Source: an optimization exercise on an open RTL-to-GDS flow (aim: small area, a short achievable clock period and few clock cycles per item). Production flows keep margins and buffers that such runs may drop.
Only simulation tests tie the RTL to the original design; equivalence was not proved.
Power figures rest on the tool's default switching activity, not on a simulated workload.

==> flow/design.v (outline; a module is shown in full before it is edited, if it fits) <==
// module sm2_divrem: 233 lines
// module sm2_divrem_addsub: 2319 lines
// module sm2_divrem_penc72: 259 lines
module sm2_divrem (
    input  wire         clk,
    input  wire         rst,       
    input  wire         start,     
    input  wire         a_sign,    
    input  wire [575:0] a_mag,
    input  wire         b_sign,    
    input  wire [575:0] b_mag,
    output wire         ready,
    output reg          done,      
    output reg          divz,      
    output reg          q_sign,
    output wire [575:0] q_mag,
    output reg          r_sign,
    output wire [575:0] r_mag
);
  // ...
==> flow/flow/run.sh <==
#!/bin/bash
# The standard layout (standard.sh) with two changes to how it is made:
#  - repair_timing works for a setup margin of 14 ns, so the paths are sized
#    and buffered beyond the bare 20 ns requirement (the SDC is unchanged);
#  - the port buffers are buf_1 cells instead of the default delay buffers.
# Each step's output goes to a log file of its own here (ORFS also keeps its
# per-step logs under orfs/logs).
set -euo pipefail
bash standard.sh synth > synth.log 2>&1
bash standard.sh SETUP_SLACK_MARGIN=14 \
    "BUFFER_PORTS_ARGS=-buffer_cell sky130_fd_sc_hd__buf_1" finish > layout.log 2>&1
==> flow/standard.sh <==
#!/bin/bash
# synth_recipe.tcl (not shown) runs the flow's synth.tcl, then flattens the netlist and writes it again
# the make line also repeats each setting of config.mk as NAME=value (left out here)
make -C /OpenROAD-flow-scripts/flow DESIGN_CONFIG=/design/flow/config.mk WORK_HOME=/design/flow/orfs CLKGATE_MAP_FILE= SYNTH_SCRIPT=/design/flow/synth_recipe.tcl "${@:-finish}"
==> flow/config.mk <==
export PLATFORM = sky130hd
export DESIGN_NAME = sm2_divrem
export DESIGN_NICKNAME = sm2_divrem
export VERILOG_FILES = /design/flow/design.v
export SDC_FILE = /design/flow/constraint.sdc
export NUM_CORES = 4
export LEC_CHECK = 0
export ABC_AREA = 1
export CAP_MARGIN = 40
export CORE_MARGIN = 2
export CORE_UTILIZATION = 20
export PLACE_DENSITY = 0.3
export SLEW_MARGIN = 30
==> flow/constraint.sdc <==
create_clock -name core_clock -period 20.0 [get_ports {clk}]
set_input_delay 4.0000 -clock core_clock [delete_from_list [all_inputs] [get_ports {clk}]]
set_output_delay 4.0000 -clock core_clock [all_outputs]
set_load 0.01 [all_outputs]
==> flow_summary.toml, run 1 <==
[clock_tree]
cts_buffer_depth = 4
postCtsHoldBufs = 0
cts-resized-gates = 118

[timing]
hold-worst-slack_ns = 0.460
max_clock_freq_mhz = 167
max-slew-margin-rel = 0.269

[yosys]
synth-xor-area-share = 0.0990
ys_warn_count = 1
synth-adder-area-share = 0.0710
synthFlopType = "dfxtp_1"
syn_inst = 13400
netlist_top_cells_count = "nand2_1, nor2_1, o21ai_0"

[die]
well_tap_count = 6968
die_y_um = 731
die_w_um = 731
placementRows = 266

[layout]
num_antenna_cells = 77
nClkBuffers = 386
top_area_cell_class = "multi-input combinational cells"
final_util = 0.252

[min_path]
hold_end = "B[579]$_DFF_P_"
hold_depth = 2

[grt]
antenna_found_initial = 262

[routing]
wl_met1_mm = 342
drt_pass1_iterations = 6
drt_iter0_drc = 10500

[place]
place_hpwl_mm = 690
io_buffer_count = 2313

[worst_setup_path]
cp_slowest_cell = "buf_1"
worstPathMaxFanout = 3

[pwr]
powerDensity_nw_per_um2 = 206

[outcome]
status = "no timing/DRC/antenna violations"
Testbench counts, summed over its fixed seeds: cycles 112,540, items 800.
==> inputs of run 2 (changes only) <==
--- a/flow/config.mk
+++ b/flow/config.mk
@@ -10,4 +10,6 @@
 export CORE_MARGIN = 2
 export CORE_UTILIZATION = 20
+export CTS_CLUSTER_DIAMETER = 100
+export CTS_CLUSTER_SIZE = 40
 export PLACE_DENSITY = 0.3
 export SLEW_MARGIN = 30
==> run 2 against run 1 <==
Still clean on timing, DRC and antenna; combinational power about the same; worst setup slack got worse by 0.020 ns; synthesized cell count unchanged; sequential cell count unchanged; register-to-register slack got worse by 0.03 ns; clock skew decreased by 0.0030 ns; sequential share of layout area increased by 0.90 points; clock power decreased by 29%; routed wire length decreased by 0.60%; synthesized area unchanged; critical path depth unchanged; total power decreased by 5.5%.
==> flow_summary.toml, run 2 <==
[outcome]
status = "no timing/DRC/antenna violations"

[grt]
grt_pass1_wl_mm = 1060
antenna_found_initial = 267
grt_pass1_vias = 107000
grt_max_degree = 208
overflow = 0
grt_use_total = 0.296

[min_path]
hold_depth = 2
min_from = "B[578]$_DFF_P_"
hp-class = "register to register"

[worst_setup_path]
worstPathMaxFanout = 3
critPathLaunch = "R[72]$_DFFE_PP_"
startpoint_type = "register"
rr_worst_depth = 26
crit_cells = 1
r2r_start = "B[413]$_DFF_P_"
slowest_delay_ns = 0.57
cp.arrival_ns = 2.00
crit_buf_inv = 1
endpoint_kind = "primary output"
crit_type = "register to primary output"
cp_slowest_cell = "buf_1"
crit_chain = "buf_1"
worstPathRequired_ns = 16.00
crit_family = "buffers and inverters"

[yosys]
synthArstFlopShare = 0
netlist_top_cells_count = "nand2_1, nor2_1, o21ai_0"
yosysMostFrequentCell = "nand2_1"
ys_seq_elements = 1795
synthFlopType = "dfxtp_1"
syn-cell-area_sq_um = 106000
avgSynthCellArea_sq_um = 7.88
synth.distinct_cells = 72
yosysTopAreaCell = "dfxtp_1"
yosysTopAreaCellShare = 0.224
ys_warn_count = 1
synth_area_leaders = "dfxtp_1, edfxtp_1, nand2_1"
syn_nets = 15200
syn_inst = 13400
synth_edf_count = 612
ys_seq_area_frac = 0.398

[clock_tree]
htree_levels = 4
clk_latency_ns = 0.94
cts_sinks = 1795
numCtsBuffers = 146
cts_tree = "yes"
cts_buffer_depth = 4
cts-root-buf = "clkbuf_16"
postCtsHoldBufs = 0
cts.clk_slew.worst_paths_ns = 0.09

[timing]
worstMarginPinSlew_ns = 1.13
max-slew-margin-rel = 0.247
min_period_ns = 6.00
rsz0062_at_grt = "true"
min_period_over_period = 0.300
setup_ws_ns = 14.00
max_clock_freq_mhz = 167
drv_slew = 0
hold_viol = 0
fin_skew_ns = 0.104
fin_setup_tns_ns = 0
setup_viol = 0

[layout]
syn2layout_area_growth_pct = 21.7
nets = 17200
top_register = "B"
layout_commonest_cell = "nand2_1"
largest_reg_flops = 584
biggestRegsByFlops = "B (584), Q (576), R (576)"
drive_above_1_share = 0.0512
mostFrequentLayoutCells = "nand2_1, buf_1, nor2_1"

[place]
gp_congestion = 0.990
place_hpwl_mm = 690
io_buffer_count = 2313
place_worst_setup_slack_ns = 13.00

[routing]
top_layer = "met5"
vias_per_cell = 4.91
drc = 0
drt_iter0_drc = 10500
wl_met2_mm = 378
post_drt_wl_per_cell_um = 36.8
wl_met3_mm = 63.2
wl_met1_mm = 342
drtAntennaViolNets = 0
num_vias = 111000
drt_pass1_iterations = 6
wirelength_mm = 830

[pwr]
powerDensity_nw_per_um2 = 200
ir_drop_mv = 0.0733
report.power.total_mw = 25.7
power.leakage_nw = 52.2

[die]
pin_count = 2314
die_y_um = 731
die_w_um = 731
initial_core_util = 0.201
placementRows = 266
die_area_sq_um = 534000
coreArea_sq_um = 526000

[flow_run]
maxCapViolCount = 0
-- run 2: cell counts after synthesis --
Identical to the previous run, type by type.
-- run 2: final cells by class --
cell class / instances / area [sq um]
sequential: 1795 / 42100
clock buffer: 161 / 3850
timing repair buffer: 2503 / 11000
fill: 59300 / 397000
inverter: 1079 / 4110
tap: 6968 / 8720
antenna: 78 / 195
multi-input combinational: 9887 / 57200
clock inverter: 104 / 1460
-- run 2: final timing paths --
path,end,slack (ns)
worst max-delay path,r_mag[72],14.00
worst min-delay path,B[577]$_DFF_P_,0.47
worst max register to register,R[158]$_DFFE_PP_,14.21
worst min register to register,B[577]$_DFF_P_,0.47
-- run 2: repair_timing --
action                                 CTS  global route
pin swaps                                2             0
endpoints found under the hold margin    0             0
setup endpoints to repair              648           663
buffers inserted                        10             2
gates resized for setup                101            40
-- run 2: kinds of logic after synthesis --
kind of cell               after synthesis  share of synthesized area
AOI/OAI and AO/OA                     3202                      0.173
xor gates and xnor gates              1195                     0.0990
adders and majority gates              598                     0.0710
DFF                                   1795                      0.398
buffers and inverters                 1727                     0.0623
and+or+nand+nor                       4892                      0.196
-- run 2: where the power goes --
part	leakage [nW]	total, mW	switching (mW)	internal, mW
clock network	2.58	3.53	1.96	1.57
registers	15.7	7.01	1.63	5.38
logic	33.9	15.2	10.4	4.80
-- run 2: routing by layer --
| layer | vias up | global-route usage |
|---|---|---|
| met2 | 4355 | 0.480 |
| li1 | 50000 | - |
| met1 | 55400 | 0.367 |
| met3 | 1087 | 0.0734 |
| met4 | 150 | 0.139 |
| met5 | - | 0 |
-- run 2: stage by stage --
step	utilization	hold slack, ns	instances	cell area [sq um]
2_1_floorplan	-	0.426	13400	106000
3_3_place_gp	0.232	0.462	22200	122000
3_5_place_dp	0.233	0.457	22200	123000
4_1_cts	0.244	0.470	22500	128000
5_1_grt	0.245	0.496	22500	129000
6_report	0.245	0.468	22600	129000
==> module sm2_divrem, before the edit <==
module sm2_divrem (
    input  wire         clk,
    input  wire         rst,       
    input  wire         start,     
    input  wire         a_sign,    
    input  wire [575:0] a_mag,
    input  wire         b_sign,    
    input  wire [575:0] b_mag,
    output wire         ready,
    output reg          done,      
    output reg          divz,      
    output reg          q_sign,
    output wire [575:0] q_mag,
    output reg          r_sign,
    output wire [575:0] r_mag
);
    localparam [3:0] S_IDLE  = 4'd0,
                     S_FIRST = 4'd1,    
                     S_ALIGN = 4'd2,    
                     S_CHECK = 4'd3,    
                     S_POST  = 4'd4,    
                     S_ITER  = 4'd5,    
                     S_FIX   = 4'd6,    
                     S_ROT   = 4'd7,    
                     S_INCW  = 4'd8;    
    localparam [1:0] B_LOAD = 2'd0, B_L64 = 2'd1, B_L8 = 2'd2, B_R1 = 2'd3;
    reg  [3:0]   state;
    reg  [575:0] R;
    reg  [583:0] B;
    reg  [575:0] Q;
    reg  [9:0]   J;         
    reg  [6:0]   D;         
    reg  [9:0]   RC;        
    reg  [9:0]   RS;        
    reg          rcarry;    
    reg          sdiff;     
    reg          rsub;      
    reg          ge_r;      
    reg  [6:0]   tr_r, tb_r;  
    reg          afirst;    
    reg          rdy;       
    assign ready = rdy;
    assign q_mag = Q;
    assign r_mag = R;
    wire [575:0] sum;
    wire         cout, eq;
    sm2_divrem_addsub u_add (.x(R), .y(B), .rsub(rsub), .s(sum), .cout(cout), .eq(eq));
    wire rnz = |R;
    wire [71:0] fr, fb;
    genvar gi;
    generate
        for (gi = 0; gi < 72; gi = gi + 1) begin : g_bytes
            assign fr[gi] = |R[8*gi +: 8];
            assign fb[gi] = |B[8*gi +: 8];
        end
    endgenerate
    wire [6:0] tr, tb;
    wire       vr, vb;
    sm2_divrem_penc72 u_pr (.f(fr), .idx(tr), .v(vr));
    sm2_divrem_penc72 u_pb (.f(fb), .idx(tb), .v(vb));
    wire [6:0] dalign = afirst ? tr_r - tb_r : D;   
    wire        wones = &Q[63:0];
    wire [63:0] winc  = Q[63:0] + 64'd1;            
    reg  [1:0]  bsel;
    reg         r_wr;             
    reg         q_clr, q_sh, q_one, q_rot, q_inc;
    reg         q_in;
    reg  [3:0]  nstate;
    reg  [9:0]  nJ;
    reg  [6:0]  nD;
    reg  [9:0]  nRC, nRS;
    reg         nrcarry, nrsub;
    reg         fin, fin_divz, fin_qs, fin_rs, set_signs;
    always @(*) begin
        bsel = B_LOAD;
        r_wr = 1'b0;
        q_clr = 1'b0; q_sh = 1'b0; q_one = 1'b0; q_rot = 1'b0; q_inc = 1'b0;
        q_in = 1'b0;
        nstate = state;
        nJ = J; nD = D; nRC = RC; nRS = RS; nrcarry = rcarry; nrsub = 1'b0;
        fin = 1'b0; fin_divz = 1'b0; fin_qs = 1'b0; fin_rs = 1'b0; set_signs = 1'b0;
        case (state)
            S_IDLE: begin
                bsel  = B_LOAD;
                nrsub = a_sign ^ b_sign;
                nJ    = 10'd0;
                if (start) nstate = S_FIRST;
            end
            S_FIRST: begin
                q_clr = 1'b1;
                if (!vb) begin
                    fin = 1'b1; fin_divz = 1'b1;            
                    nstate = S_IDLE;
                end else if (!sdiff && !cout) begin
                    fin = 1'b1; set_signs = 1'b1;            
                    fin_qs = 1'b0; fin_rs = b_sign & rnz;
                    nstate = S_IDLE;
                end else if (sdiff && !cout) begin
                    r_wr  = rnz;
                    q_one = rnz;
                    fin = 1'b1; set_signs = 1'b1;
                    fin_qs = rnz; fin_rs = b_sign & rnz & ~eq;
                    nstate = S_IDLE;
                end else begin
                    nstate = S_ALIGN;
                end
            end
            S_ALIGN: begin
                if (dalign[6:3] != 4'd0) begin
                    bsel = B_L64; nJ = J + 10'd64; nD = dalign - 7'd8;
                    nstate = (nD == 7'd0) ? S_CHECK : S_ALIGN;
                end else if (dalign != 7'd0) begin
                    bsel = B_L8;  nJ = J + 10'd8;  nD = dalign - 7'd1;
                    nstate = (nD == 7'd0) ? S_CHECK : S_ALIGN;
                end else begin
                    bsel = B_L8;  nJ = J + 10'd8;  nD = 7'd0;
                    nstate = S_ITER;
                end
            end
            S_CHECK: begin
                bsel = B_R1; nJ = J - 10'd1;
                nstate = S_POST;
            end
            S_POST: begin
                if (ge_r) begin
                    bsel = B_L8; nJ = J + 10'd8;
                    nstate = S_ITER;
                end else begin
                    r_wr = cout;
                    q_sh = 1'b1; q_in = cout;
                    bsel = B_R1; nJ = J - 10'd1;
                    nstate = S_ITER;
                end
            end
            S_ITER: begin
                r_wr = cout;
                q_sh = 1'b1; q_in = cout;
                if (J == 10'd0) begin
                    bsel = B_LOAD;
                    if (!sdiff) begin
                        fin = 1'b1; set_signs = 1'b1;
                        fin_qs = 1'b0; fin_rs = b_sign & (cout ? ~eq : rnz);
                        nstate = S_IDLE;
                    end else begin
                        nrsub  = 1'b1;
                        nstate = S_FIX;
                    end
                end else begin
                    bsel = B_R1; nJ = J - 10'd1;
                end
            end
            S_FIX: begin
                set_signs = 1'b1; fin_qs = 1'b1; fin_rs = b_sign & rnz;
                r_wr  = rnz;
                q_inc = rnz;
                if (rnz && wones) begin
                    nstate = S_ROT; nRC = 10'd511; nRS = 10'd63; nrcarry = 1'b1;
                end else begin
                    fin = 1'b1;
                    nstate = S_IDLE;
                end
            end
            S_ROT: begin
                q_rot = 1'b1;
                nRC = RC - 10'd1;
                if (RC == 10'd0) begin
                    if (rcarry) nstate = S_INCW;
                    else begin fin = 1'b1; nstate = S_IDLE; end
                end
            end
            S_INCW: begin
                q_inc = 1'b1;
                nstate = S_ROT;
                if (wones) begin
                    nRC = 10'd511; nRS = RS + 10'd64; nrcarry = 1'b1;
                end else begin
                    nRC = RS; nrcarry = 1'b0;
                end
            end
            default: nstate = S_IDLE;
        endcase
    end
    always @(posedge clk) begin
        case (bsel)
            B_LOAD: B <= {8'd0, b_mag};
            B_L64:  B <= {B[519:0], 64'd0};
            B_L8:   B <= {B[575:0], 8'd0};
            default: B <= {1'b0, B[583:1]};
        endcase
        if (q_clr)      Q <= {575'd0, q_one};
        else if (q_sh)  Q <= {Q[574:0], q_in};
        else if (q_rot) Q <= {Q[574:0], Q[575]};
        else if (q_inc) Q[63:0] <= winc;
        J  <= nJ;
        D  <= nD;
        RC <= nRC;
        RS <= nRS;
        rcarry <= nrcarry;
        rsub   <= nrsub;
        tr_r   <= tr;
        tb_r   <= tb;
        afirst <= (state == S_FIRST);
        ge_r   <= cout;
        if (state == S_IDLE) sdiff <= a_sign ^ b_sign;
        if (set_signs) begin
            q_sign <= fin_qs;
            r_sign <= fin_rs;
        end
    end
    genvar gs;
    generate
        for (gs = 0; gs < 18; gs = gs + 1) begin : g_rslice
            wire act = (J[9:5] <= gs);
            always @(posedge clk)
                if (state == S_IDLE) begin
                    if (start) R[32*gs +: 32] <= a_mag[32*gs +: 32];
                end else if (r_wr && act) R[32*gs +: 32] <= sum[32*gs +: 32];
        end
    endgenerate
    always @(posedge clk) begin
        if (rst) begin
            state <= S_IDLE;
            rdy   <= 1'b1;
            done  <= 1'b0;
            divz  <= 1'b0;
        end else begin
            state <= nstate;
            rdy   <= (nstate == S_IDLE);
            done  <= fin;
            if (fin) divz <= fin_divz;
        end
    end
endmodule
==> inputs of run 3 (changes only) <==
--- a/flow/design.v
+++ b/flow/design.v
@@ -46,5 +46,4 @@
     wire         cout, eq;
     sm2_divrem_addsub u_add (.x(R), .y(B), .rsub(rsub), .s(sum), .cout(cout), .eq(eq));
-    wire rnz = |R;
     wire [71:0] fr, fb;
     genvar gi;
@@ -58,8 +57,43 @@
     wire       vr, vb;
     sm2_divrem_penc72 u_pr (.f(fr), .idx(tr), .v(vr));
+    wire rnz = |R;
     sm2_divrem_penc72 u_pb (.f(fb), .idx(tb), .v(vb));
     wire [6:0] dalign = afirst ? tr_r - tb_r : D;   
-    wire        wones = &Q[63:0];
-    wire [63:0] winc  = Q[63:0] + 64'd1;            
+    wire [8:0] dr, db;
+    generate
+        for (gi = 0; gi < 9; gi = gi + 1) begin : g_digits
+            assign dr[gi] = |fr[8*gi +: 8];
+            assign db[gi] = |fb[8*gi +: 8];
+        end
+    endgenerate
+    reg        far;
+    integer    di;
+    always @(*) begin
+        far = 1'b0;
+        for (di = 2; di < 9; di = di + 1)
+            if (dr[di] && (db >> (di - 1)) == 9'd0) far = 1'b1;
+    end
+    wire [63:0] wc;                                 
+    wire [7:0]  wg, wcg;                            
+    genvar wk, wj;
+    generate
+        for (wk = 0; wk < 8; wk = wk + 1) begin : g_winc
+            assign wg[wk] = &Q[8*wk +: 8];
+            if (wk == 0) begin : g_c0
+                assign wcg[wk] = 1'b1;
+            end else begin : g_cn
+                assign wcg[wk] = wcg[wk-1] & wg[wk-1];
+            end
+            for (wj = 0; wj < 8; wj = wj + 1) begin : g_bit
+                if (wj == 0) begin : g_b0
+                    assign wc[8*wk] = wcg[wk];
+                end else begin : g_bn
+                    assign wc[8*wk+wj] = wc[8*wk+wj-1] & Q[8*wk+wj-1];
+                end
+            end
+        end
+    endgenerate
+    wire        wones = wcg[7] & wg[7];             
+    wire [63:0] winc  = Q[63:0] ^ wc;               
     reg  [1:0]  bsel;
     reg         r_wr;             
@@ -67,5 +101,4 @@
     reg         q_in;
     reg  [3:0]  nstate;
-    reg  [9:0]  nJ;
     reg  [6:0]  nD;
     reg  [9:0]  nRC, nRS;
@@ -78,5 +111,5 @@
         q_in = 1'b0;
         nstate = state;
-        nJ = J; nD = D; nRC = RC; nRS = RS; nrcarry = rcarry; nrsub = 1'b0;
+        nD = D; nRC = RC; nRS = RS; nrcarry = rcarry; nrsub = 1'b0;
         fin = 1'b0; fin_divz = 1'b0; fin_qs = 1'b0; fin_rs = 1'b0; set_signs = 1'b0;
         case (state)
@@ -84,9 +117,11 @@
                 bsel  = B_LOAD;
                 nrsub = a_sign ^ b_sign;
-                nJ    = 10'd0;
                 if (start) nstate = S_FIRST;
             end
             S_FIRST: begin
                 q_clr = 1'b1;
+                if (far) begin
+                    bsel = B_L64;            
+                end
                 if (!vb) begin
                     fin = 1'b1; fin_divz = 1'b1;            
@@ -107,27 +142,28 @@
             end
             S_ALIGN: begin
+                nD = dalign - ((dalign[6:3] != 4'd0) ? 7'd8 : 7'd1);
                 if (dalign[6:3] != 4'd0) begin
-                    bsel = B_L64; nJ = J + 10'd64; nD = dalign - 7'd8;
+                    bsel = B_L64;
                     nstate = (nD == 7'd0) ? S_CHECK : S_ALIGN;
                 end else if (dalign != 7'd0) begin
-                    bsel = B_L8;  nJ = J + 10'd8;  nD = dalign - 7'd1;
+                    bsel = B_L8;
                     nstate = (nD == 7'd0) ? S_CHECK : S_ALIGN;
                 end else begin
-                    bsel = B_L8;  nJ = J + 10'd8;  nD = 7'd0;
+                    bsel = B_L8;
                     nstate = S_ITER;
                 end
             end
             S_CHECK: begin
-                bsel = B_R1; nJ = J - 10'd1;
+                bsel = B_R1; 
                 nstate = S_POST;
             end
             S_POST: begin
                 if (ge_r) begin
-                    bsel = B_L8; nJ = J + 10'd8;
+                    bsel = B_L8; 
                     nstate = S_ITER;
                 end else begin
                     r_wr = cout;
                     q_sh = 1'b1; q_in = cout;
-                    bsel = B_R1; nJ = J - 10'd1;
+                    bsel = B_R1; 
                     nstate = S_ITER;
                 end
@@ -147,5 +183,5 @@
                     end
                 end else begin
-                    bsel = B_R1; nJ = J - 10'd1;
+                    bsel = B_R1; 
                 end
             end
@@ -181,4 +217,12 @@
         endcase
     end
+    reg [9:0] jstep;
+    always @(*)
+        case (bsel)
+            B_L64:   jstep = 10'd64;
+            B_L8:    jstep = 10'd8;
+            B_R1:    jstep = 10'h3ff;    
+            default: jstep = 10'd0;
+        endcase
     always @(posedge clk) begin
         case (bsel)
@@ -192,5 +236,5 @@
         else if (q_rot) Q <= {Q[574:0], Q[575]};
         else if (q_inc) Q[63:0] <= winc;
-        J  <= nJ;
+        J <= (state == S_IDLE) ? 10'd0 : J + jstep;
         D  <= nD;
         RC <= nRC;
@@ -199,5 +243,5 @@
         rsub   <= nrsub;
         tr_r   <= tr;
-        tb_r   <= tb;
+        tb_r   <= far ? tb + 7'd8 : tb;
         afirst <= (state == S_FIRST);
         ge_r   <= cout;
--- a/flow/config.mk
+++ b/flow/config.mk
@@ -10,6 +10,4 @@
 export CORE_MARGIN = 2
 export CORE_UTILIZATION = 20
-export CTS_CLUSTER_DIAMETER = 100
-export CTS_CLUSTER_SIZE = 40
 export PLACE_DENSITY = 0.3
 export SLEW_MARGIN = 30
==> run 3 against run 2 <==
Still clean; synthesized cell count up 1.8%; utilization up 0.86 points; worst hold slack worse by 0.00072 ns; combinational power up 16%; first-iteration DRC count down 5.9%; critical path depth unchanged; clock power up about 40%; final area up 3.4%; register-to-register slack worse by 0.05 ns; final cell count up 2.4%; clock skew down 0.0065 ns; largest power group unchanged.
==> flow_summary.toml, run 3 <==
[place]
gp_congestion = 1.06
place_worst_setup_slack_ns = 12.58
io_buffer_count = 2313
place_hpwl_mm = 702

[routing]
vias_per_cell = 4.81
post_drt_wl_per_cell_um = 36.4
drt_iter0_drc = 9862
num_vias = 111000
drtAntennaViolNets = 0
drc = 0
wirelength_mm = 841
drt_pass1_iterations = 6

[yosys]
synth_top_family_by_area = "simple AND/OR/NAND/NOR gates"
netlist_top_cells_count = "nand2_1, o21ai_0, nor2_1"
syn_inst = 13600
synth_edf_count = 602
syn-cell-area_sq_um = 105000
syn_nets = 15500
yosysTopAreaCellShare = 0.227
ys_warn_count = 1
synthFlopType = "dfxtp_1"
synth_mux_area_frac = 0.000202
synthArstFlopShare = 0
yosysMostFrequentCell = "nand2_1"
synth_simple_gate_area_share = 0.195
yosysTopAreaCell = "dfxtp_1"
synth-xor-area-share = 0.0944
avgSynthCellArea_sq_um = 7.72
synth.distinct_cells = 69
ys_seq_area_frac = 0.398
synth-adder-area-share = 0.0780
synth_area_leaders = "dfxtp_1, edfxtp_1, nand2_1"
synth_compound_area_frac = 0.175
ys_seq_elements = 1795

[outcome]
status = "no timing/DRC/antenna violations"

[worst_setup_path]
slowest_delay_ns = 0.90
crit_family = "flip-flops"
reg2reg_slack_ns = 14.16
startpoint_type = "register"
crit_type = "register to primary output"
endpoint_kind = "primary output"
worstPathRequired_ns = 16.00
crit_buf_inv = 1
cp.arrival_ns = 2.07
worstPathMaxFanout = 2
cp_slowest_cell = "edfxtp_1"
crit_chain = "buf_1"

[pwr]
power.leakage_nw = 54.8
powerDensity_nw_per_um2 = 227
ir_drop_mv = 0.0771

[grt]
grt_pass1_vias = 107000
overflow = 0
grt_pass1_wl_mm = 1070
met3_usage = 0.0615
globalRouteMet2Util = 0.501
top_usage_layer = "met2"
grt_use_total = 0.301
grt_util_met1 = 0.357
grt_max_degree = 213
antenna_found_initial = 211

[timing]
min_period_over_period = 0.304
fin_setup_tns_ns = 0
min_period_ns = 6.07
max-slew-margin-rel = 0.186
setup_viol = 0
max_clock_freq_mhz = 165
setup_ws_ns = 13.93
hold_viol = 0
rsz0062_at_grt = "true"
fin_skew_ns = 0.0974
worstMarginPinSlew_ns = 1.22
hold-worst-slack_ns = 0.467
drv_slew = 0

[layout]
biggestRegsByFlops = "B (584), Q (576), R (576)"
layout_commonest_cell = "nand2_1"
syn2layout_area_growth_pct = 26.2
drive_above_1_share = 0.0611
largest_reg_flops = 584
n_fill_cell = 59100
top_register = "B"
mostFrequentLayoutCells = "nand2_1, buf_1, o21ai_0"
nets = 17600

[clock_tree]
clk_latency_ns = 0.98
cts-root-buf = "clkbuf_16"
cts_tree = "yes"
cts.clk_slew.worst_paths_ns = 0.05
numCtsBuffers = 268
htree_levels = 5
cts_buffer_depth = 4
cts_sinks = 1795

[die]
die_area_sq_um = 533000
initial_core_util = 0.201
die_w_um = 730
pin_count = 2314
placementRows = 266
die_y_um = 730
coreArea_sq_um = 525000

[flow_run]
maxCapViolCount = 0

[min_path]
hp-class = "register to register"
## run 3: timing repair
item,in CTS,in global routing
endpoints found under the hold margin,0,0
hold buffers,0,0
pin swaps,2,2
setup buffers,44,3
resized for setup,149,22
endpoints found under the setup margin,1012,496
cloned,5,1
## run 3: final timing paths
check,cells after the start,end,start
max,1,r_sign,r_sign$_SDFFCE_PN0P_
min reg2reg,2,divz$_SDFFE_PP0P_,divz$_SDFFE_PP0P_
max reg2reg,24,B[537]$_DFF_P_,B[470]$_DFF_P_
min,2,divz$_SDFFE_PP0P_,divz$_SDFFE_PP0P_
## run 3: final cells by class
class	instances	area, sq um	share of cell area
diodes	106	265	0.00199
well taps	6968	8720	0.0656
repair buffers	2546	12000	0.0900
clock buffers	413	7940	0.0597
flip-flops and latches	1795	42000	0.316
clock inverters	76	833	0.00627
inverters	989	3740	0.0281
multi-input cells	10200	57600	0.433
## run 3: report_power, final
group	internal [mW]	switching, mW	total [mW]
clock network	2.83	2.10	4.93
registers	5.64	1.98	7.62
logic	5.66	11.9	17.6
## run 3: logic make-up (layout without fill, tap and decap cells)
kind of cell / after synthesis / in the layout
and+or+nand+nor: 4969 / 4971
AOI/OAI and AO/OA: 3450 / 3451
DFF: 1795 / 1795
buffers and inverters: 1637 / 4024
xor gates and xnor gates: 1136 / 1136
adders and majority gates: 655 / 655
muxes: 2 / 2
other: 0 / 106
## run 3: per-layer routing
layer  part of all wire  wire, um
met1               0.40    333000
met2               0.47    395000
met3              0.063     53300
met4              0.071     59400
met5            0.00041       345
## run 3: through the flow
| step | instances | utilization | total power [mW] | area (sq um) |
|---|---|---|---|---|
| after floorplan | 13600 | - | 16.9 | 105000 |
| after global placement | 22400 | 0.232 | 24.8 | 122000 |
| after detailed placement | 22500 | 0.234 | 24.7 | 123000 |
| after CTS | 23000 | 0.252 | 30.1 | 132000 |
| after global routing | 23100 | 0.253 | 31.8 | 133000 |
| final | 23100 | 0.253 | 30.1 | 133000 |
Testbench counts of run 3, summed over its fixed seeds: cycles 112,151, items 800.
==> inputs of run 4 (changes only) <==
--- a/flow/config.mk
+++ b/flow/config.mk
@@ -10,4 +10,6 @@
 export CORE_MARGIN = 2
 export CORE_UTILIZATION = 20
+export CTS_CLUSTER_DIAMETER = 80
+export CTS_CLUSTER_SIZE = 30
 export PLACE_DENSITY = 0.3
 export SLEW_MARGIN = 30
==> run 4 against run 3 <==
Worst setup slack better by 0.093 ns; worst hold slack better by 0.00095 ns; largest cell class unchanged; non-clock buffer count rose by 6; sequential power is essentially flat; highest routed layer unchanged; largest power group unchanged; synthesized cell count is the same; still clean on timing, DRC and antenna.
==> flow_summary.toml, run 4 <==
[worst_setup_path]
cp.arrival_ns = 1.98
crit_cells = 1
critPathLaunch = "R[221]$_DFFE_PP_"
crit_chain = "buf_1"
crit_type = "register to primary output"
endpoint_kind = "primary output"
slowest_delay_ns = 0.59
worstPathRequired_ns = 16.00
r2r_start = "B[476]$_DFF_P_"
reg2reg_slack_ns = 14.13
cp-endpoint = "r_mag[221]"
crit_buf_inv = 1
worstPathMaxFanout = 3
startpoint_type = "register"
crit_family = "buffers and inverters"
worstReg2RegEnd = "B[513]$_DFF_P_"
rr_worst_depth = 22
cp_slowest_cell = "buf_1"

[timing]
setup_viol = 0
worstMarginPinSlew_ns = 1.23
min_period_over_period = 0.299
rsz0062_at_grt = "true"
fin_setup_tns_ns = 0
hold-worst-slack_ns = 0.468
setup_ws_ns = 14.02
max_clock_freq_mhz = 167
drv_slew = 0
fin_skew_ns = 0.0874
hold_viol = 0
min_period_ns = 5.98
max-slew-margin-rel = 0.177

[place]
place_worst_setup_slack_ns = 12.58
dpl.cell_count = 22500
place_hpwl_mm = 702
io_buffer_count = 2313
gp_congestion = 1.06

[flow_run]
maxCapViolCount = 0

[yosys]
syn_inst = 13600
yosysTopAreaCellShare = 0.227
syn-cell-area_sq_um = 105000
synth_area_leaders = "dfxtp_1, edfxtp_1, nand2_1"
yosysTopAreaCell = "dfxtp_1"
synthFlopType = "dfxtp_1"
syn_nets = 15500
netlist_top_cells_count = "nand2_1, o21ai_0, nor2_1"
ys_warn_count = 1
synth.distinct_cells = 69
yosysMostFrequentCell = "nand2_1"
ys_seq_area_frac = 0.398
synth_edf_count = 602
avgSynthCellArea_sq_um = 7.72
ys_seq_elements = 1795
synthArstFlopShare = 0

[layout]
layout_commonest_cell = "nand2_1"
final_cells = 23000
largest_reg_flops = 584
nets = 17600
top_register = "B"
biggestRegsByFlops = "B (584), Q (576), R (576)"
syn2layout_area_growth_pct = 24.6
n_fill_cell = 59200
drive_above_1_share = 0.0614
mostFrequentLayoutCells = "nand2_1, buf_1, o21ai_0"

[pwr]
report.power.total_mw = 29.5
powerDensity_nw_per_um2 = 224
power.switching_mw = 16.0
ir_drop_mv = 0.0763
combPwrFrac = 0.599
p_clk_frac = 0.144
power.leakage_nw = 54.0
p_sw_frac = 0.542
power_frac_seq = 0.258
p_int_mw = 13.5

[die]
die_area_sq_um = 533000
placementRows = 266
coreArea_sq_um = 525000
die_y_um = 730
initial_core_util = 0.201
die_w_um = 730
pin_count = 2314

[outcome]
status = "no timing/DRC/antenna violations"

[min_path]
hp-class = "register to register"

[clock_tree]
postCtsHoldBufs = 0
htree_levels = 4
cts_sinks = 1795
clk_latency_ns = 0.98
cts.clk_slew.worst_paths_ns = 0.07
numCtsBuffers = 200
cts-root-buf = "clkbuf_16"
cts_buffer_depth = 4
cts_tree = "yes"

[routing]
vias_per_cell = 4.81
post_drt_wl_per_cell_um = 36.5
drc = 0
num_vias = 111000
wirelength_mm = 839
drt_pass1_iterations = 6
drtAntennaViolNets = 0
drt_iter0_drc = 9963

[grt]
grt_use_total = 0.300
antenna_found_initial = 205
overflow = 0
grt_pass1_wl_mm = 1070
grt_max_degree = 213
grt_pass1_vias = 107000
[run 4: cell counts after synthesis]
Identical to the previous run, type by type.
[run 4: worst min-delay path by stage]
stage / start / depth (start not counted) / end / slack (ns)
after global placement: divz$_SDFFE_PP0P_ / 2 / divz$_SDFFE_PP0P_ / 0.47
after CTS: divz$_SDFFE_PP0P_ / 2 / divz$_SDFFE_PP0P_ / 0.48
after floorplan: B[219]$_DFF_P_ / 2 / B[283]$_DFF_P_ / 0.44
after detailed placement: divz$_SDFFE_PP0P_ / 2 / divz$_SDFFE_PP0P_ / 0.46
final: divz$_SDFFE_PP0P_ / 2 / divz$_SDFFE_PP0P_ / 0.47
after global routing: divz$_SDFFE_PP0P_ / 2 / divz$_SDFFE_PP0P_ / 0.50
[run 4: power by group through the flow]
| stage | Combinational [mW] | Clock (mW) | Sequential [mW] |
|---|---|---|---|
| after CTS | 17.5 | 4.34 | 7.55 |
| after floorplan | 9.92 | 0 | 7.01 |
| after global routing | 18.9 | 4.45 | 7.69 |
| final | 17.6 | 4.24 | 7.59 |
| after detailed placement | 17.0 | 0 | 7.77 |
| after global placement | 17.0 | 0 | 7.77 |
[run 4: final cells by class]
class,count,area [sq um],area share
repair buffers,2552,12100,0.0920
clock buffers,230,5280,0.0403
clock inverters,142,1690,0.0129
flip-flops and latches,1795,42000,0.320
well taps,6968,8720,0.0664
multi-input cells,10200,57600,0.439
inverters,989,3740,0.0285
diodes,84,210,0.00160
[run 4: kinds of logic after synthesis]
logic type / Yosys count / share of synthesized area
multiplexers: 2 / 0.000202
buffers and inverters: 1637 / 0.0599
adder cells (fa/ha/maj): 655 / 0.0780
AND/OR/NAND/NOR: 4969 / 0.195
AO/OA/AOI/OAI: 3450 / 0.175
XOR/XNOR: 1136 / 0.0944
flip-flops: 1795 / 0.398
[run 4: routing by layer]
metal	wire length [um]	share of wire	track usage	vias to the layer above
met1	332000	0.40	0.357	54600
met2	396000	0.47	0.506	4283
met4	55900	0.067	0.165	46
met5	292	0.00035	0	-
met3	54300	0.065	0.0614	1137
li1	-	-	-	50500
[run 4: per-stage QoR]
stage | instance area, sq um | utilization
finish | 131000 | 0.250
global route | 131000 | 0.250
global placement | 122000 | 0.232
CTS | 131000 | 0.249
floorplan | 105000 | -
detailed placement | 123000 | 0.234
[run 4: repair_timing]
item,4_1_cts,5_1_grt
gates cloned,5,1
setup buffers,51,3
resized for setup,179,31
pin swaps,2,2
endpoints found under the setup margin,1020,647
==> inputs of run 5 (changes only) <==
==> flow/flow/run.sh (replaced) <==
#!/bin/bash
# The standard layout (standard.sh) with two changes to how it is made:
#  - repair_timing works for a setup margin of 14.3 ns, so the paths are sized
#    and buffered beyond the bare 20 ns requirement (the SDC is unchanged);
#  - the port buffers are buf_1 cells instead of the default delay buffers.
# Each step's output goes to a log file of its own here (ORFS also keeps its
# per-step logs under orfs/logs).
set -euo pipefail
bash standard.sh synth > synth.log 2>&1
bash standard.sh SETUP_SLACK_MARGIN=14.3 \
    "BUFFER_PORTS_ARGS=-buffer_cell sky130_fd_sc_hd__buf_1" finish > layout.log 2>&1
==> run 5 against run 4 <==
Count of clock-buffer cells in the layout up 6; via count up 2.7%; utilization up 1.3 points; synthesized cell count unchanged; final area up 5.3%; register-to-register slack better by 0.26 ns; still clean on timing, DRC and antenna; critical path type unchanged; total power up 4.3%; first-iteration DRC count up 0.70%.
==> flow_summary.toml, run 5 <==
[worst_setup_path]
worstPathRequired_ns = 16.00
crit_type = "register to primary output"
crit_family = "flip-flops"
cp_slowest_cell = "edfxtp_1"
cp.arrival_ns = 1.82
crit_chain = "buf_1"
startpoint_type = "register"
crit_buf_inv = 1
worstPathMaxFanout = 1
slowest_delay_ns = 0.68
endpoint_kind = "primary output"

[die]
coreArea_sq_um = 525000
die_y_um = 730
initial_core_util = 0.201
pin_count = 2314
placementRows = 266
die_w_um = 730
die_area_sq_um = 533000

[yosys]
yosysTopAreaCellShare = 0.227
ys_seq_area_frac = 0.398
syn-cell-area_sq_um = 105000
ys_warn_count = 1
ys_seq_elements = 1795
syn_inst = 13600
synth_edf_count = 602
synth_area_leaders = "dfxtp_1, edfxtp_1, nand2_1"
synth.distinct_cells = 69
yosysTopAreaCell = "dfxtp_1"
syn_nets = 15500
yosysMostFrequentCell = "nand2_1"
avgSynthCellArea_sq_um = 7.72
synthFlopType = "dfxtp_1"
netlist_top_cells_count = "nand2_1, o21ai_0, nor2_1"
synthArstFlopShare = 0

[pwr]
powerDensity_nw_per_um2 = 222
report.power.total_mw = 30.7
ir_drop_mv = 0.0785
power.leakage_nw = 58.8

[outcome]
status = "no timing/DRC/antenna violations"

[routing]
num_vias = 114000
wirelength_mm = 847
drtAntennaViolNets = 0
drc = 0
vias_per_cell = 4.83
drt_iter0_drc = 10000
post_drt_wl_per_cell_um = 36.1
drt_pass1_iterations = 6

[timing]
fin_setup_tns_ns = 0
min_period_ns = 5.82
setup_viol = 0
hold-worst-slack_ns = 0.466
max_clock_freq_mhz = 172
drv_slew = 0
max-slew-margin-rel = 0.217
hold_viol = 0
worstMarginPinSlew_ns = 1.17
min_period_over_period = 0.291
fin_skew_ns = 0.106
rsz0062_at_grt = "true"

[layout]
mostFrequentLayoutCells = "nand2_1, buf_1, o21ai_0"
nets = 18100
regArea_sq_um = 42000
biggestRegsByFlops = "B (584), Q (576), R (576)"
multiInputGateArea_sq_um = 57800
layout_commonest_cell = "nand2_1"
top_register = "B"
final_area_sq_um = 138000
syn2layout_area_growth_pct = 31.1
n_fill_cell = 58800
final_util = 0.263
largest_reg_flops = 584
drive_above_1_share = 0.125

[clock_tree]
cts-root-buf = "clkbuf_16"
numCtsBuffers = 200
postCtsHoldBufs = 0
cts_buffer_depth = 4
htree_levels = 4
clk_latency_ns = 0.98
cts.clk_slew.worst_paths_ns = 0.06
cts_sinks = 1795
cts_tree = "yes"

[place]
place_hpwl_mm = 697
io_buffer_count = 2313
gp_congestion = 1.04
postPlaceCellArea_sq_um = 123000

[grt]
grt_pass1_wl_mm = 1080
overflow = 0
antenna_found_initial = 211
grt_max_degree = 220
grt_use_total = 0.303
grt_pass1_vias = 109000

[flow_run]
maxCapViolCount = 0

[min_path]
hp-class = "register to register"
-- run 5: through the flow --
step / setup slack, ns / instances
after global routing: 14.11 / 23400
after floorplan: 14.09 / 13600
after global placement: 12.05 / 22400
final: 14.18 / 23500
after CTS: 13.99 / 23400
after detailed placement: 12.38 / 22500
-- run 5: layer usage --
| layer | GRT usage | share of wire |
|---|---|---|
| met1 | 0.362 | 0.40 |
| met2 | 0.502 | 0.46 |
| met3 | 0.0603 | 0.067 |
| met4 | 0.180 | 0.072 |
| met5 | 0 | 0.00038 |
-- run 5: path summary, 6_finish.rpt --
check | depth (start not counted) | slack [ns] | end | start
worst min-delay path | 2 | 0.47 | divz$_SDFFE_PP0P_ | divz$_SDFFE_PP0P_
worst min register to register | 2 | 0.47 | divz$_SDFFE_PP0P_ | divz$_SDFFE_PP0P_
worst max register to register | 20 | 14.39 | B[337]$_DFF_P_ | B[476]$_DFF_P_
worst max-delay path | 1 | 14.18 | q_sign | q_sign$_SDFFCE_PN0P_
-- run 5: what timing repair did --
action / CTS / global route
resized for setup: 1359 / 76
pin swaps: 5 / 9
setup buffers: 508 / 24
hold endpoints to repair: 0 / 0
endpoints found under the setup margin: 2013 / 1034
cloned: 7 / 2
-- run 5: layout make-up --
type                    count  area share
well taps                6968      0.0631
clock inverters           138      0.0106
diodes                     95     0.00172
clock buffers             236      0.0401
inverters                 989      0.0272
multi-input cells       10200       0.418
flip-flops and latches   1795       0.304
repair buffers           3056       0.135
-- run 5: report_power, final --
| group | total, mW | internal, mW | switching, mW |
|---|---|---|---|
| combinational | 19.4 | 6.79 | 12.6 |
| sequential | 7.13 | 5.63 | 1.51 |
| clock | 4.22 | 2.13 | 2.09 |
| total | 30.7 | 14.5 | 16.2 |
-- run 5: logic make-up after synthesis --
| logic type | after synthesis | synth area share |
|---|---|---|
| flops | 1795 | 0.398 |
| buf+inv | 1637 | 0.0599 |
| compound gates | 3450 | 0.175 |
| fa+ha+maj | 655 | 0.0780 |
| simple gates | 4969 | 0.195 |
| xor+xnor | 1136 | 0.0944 |
| mux | 2 | 0.000202 |

afterwards: timing with drivers on the ports:
In the flow no input, the clock included, has a driving cell. The finished layouts below were timed again as built, in two steps. Step 1 assumes that a clkbuf_16 drives the clock port and a buf_2 every other input. Step 2 moves the port delays by t, midway between the first and last clock arrival at a register: inputs arrive t later, outputs are due t later. That takes back most of the time a late clock gives input paths. a / b / c = ideal ports / drivers / drivers and shift; a / b = the first two.
run | t (ns) | slack for setup (ns) | worst hold slack (ns) | slew at the worst register clock pin (ns)
run 1 | 1.065 | 14.022 / 13.889 / 13.851 | 0.460 / 0.460 / 0.460 | 0.07 / 0.07
run 2 | 1.028 | 14.002 / 13.868 / 14.018 | 0.468 / 0.468 / 0.468 | 0.12 / 0.12
run 3 | 1.075 | 13.928 / 13.783 / 13.155 | 0.467 / 0.467 / 0.467 | 0.07 / 0.07
run 4 | 1.067 | 14.021 / 13.883 / 13.184 | 0.468 / 0.468 / 0.468 | 0.09 / 0.09
run 5 | 1.075 | 14.180 / 14.036 / 13.387 | 0.466 / 0.466 / 0.466 | 0.10 / 0.10
After both steps every run listed still meets setup and hold. The setup slack of run 4, which loses most, moves by -0.138 ns with the drivers and by -0.837 ns with both steps.
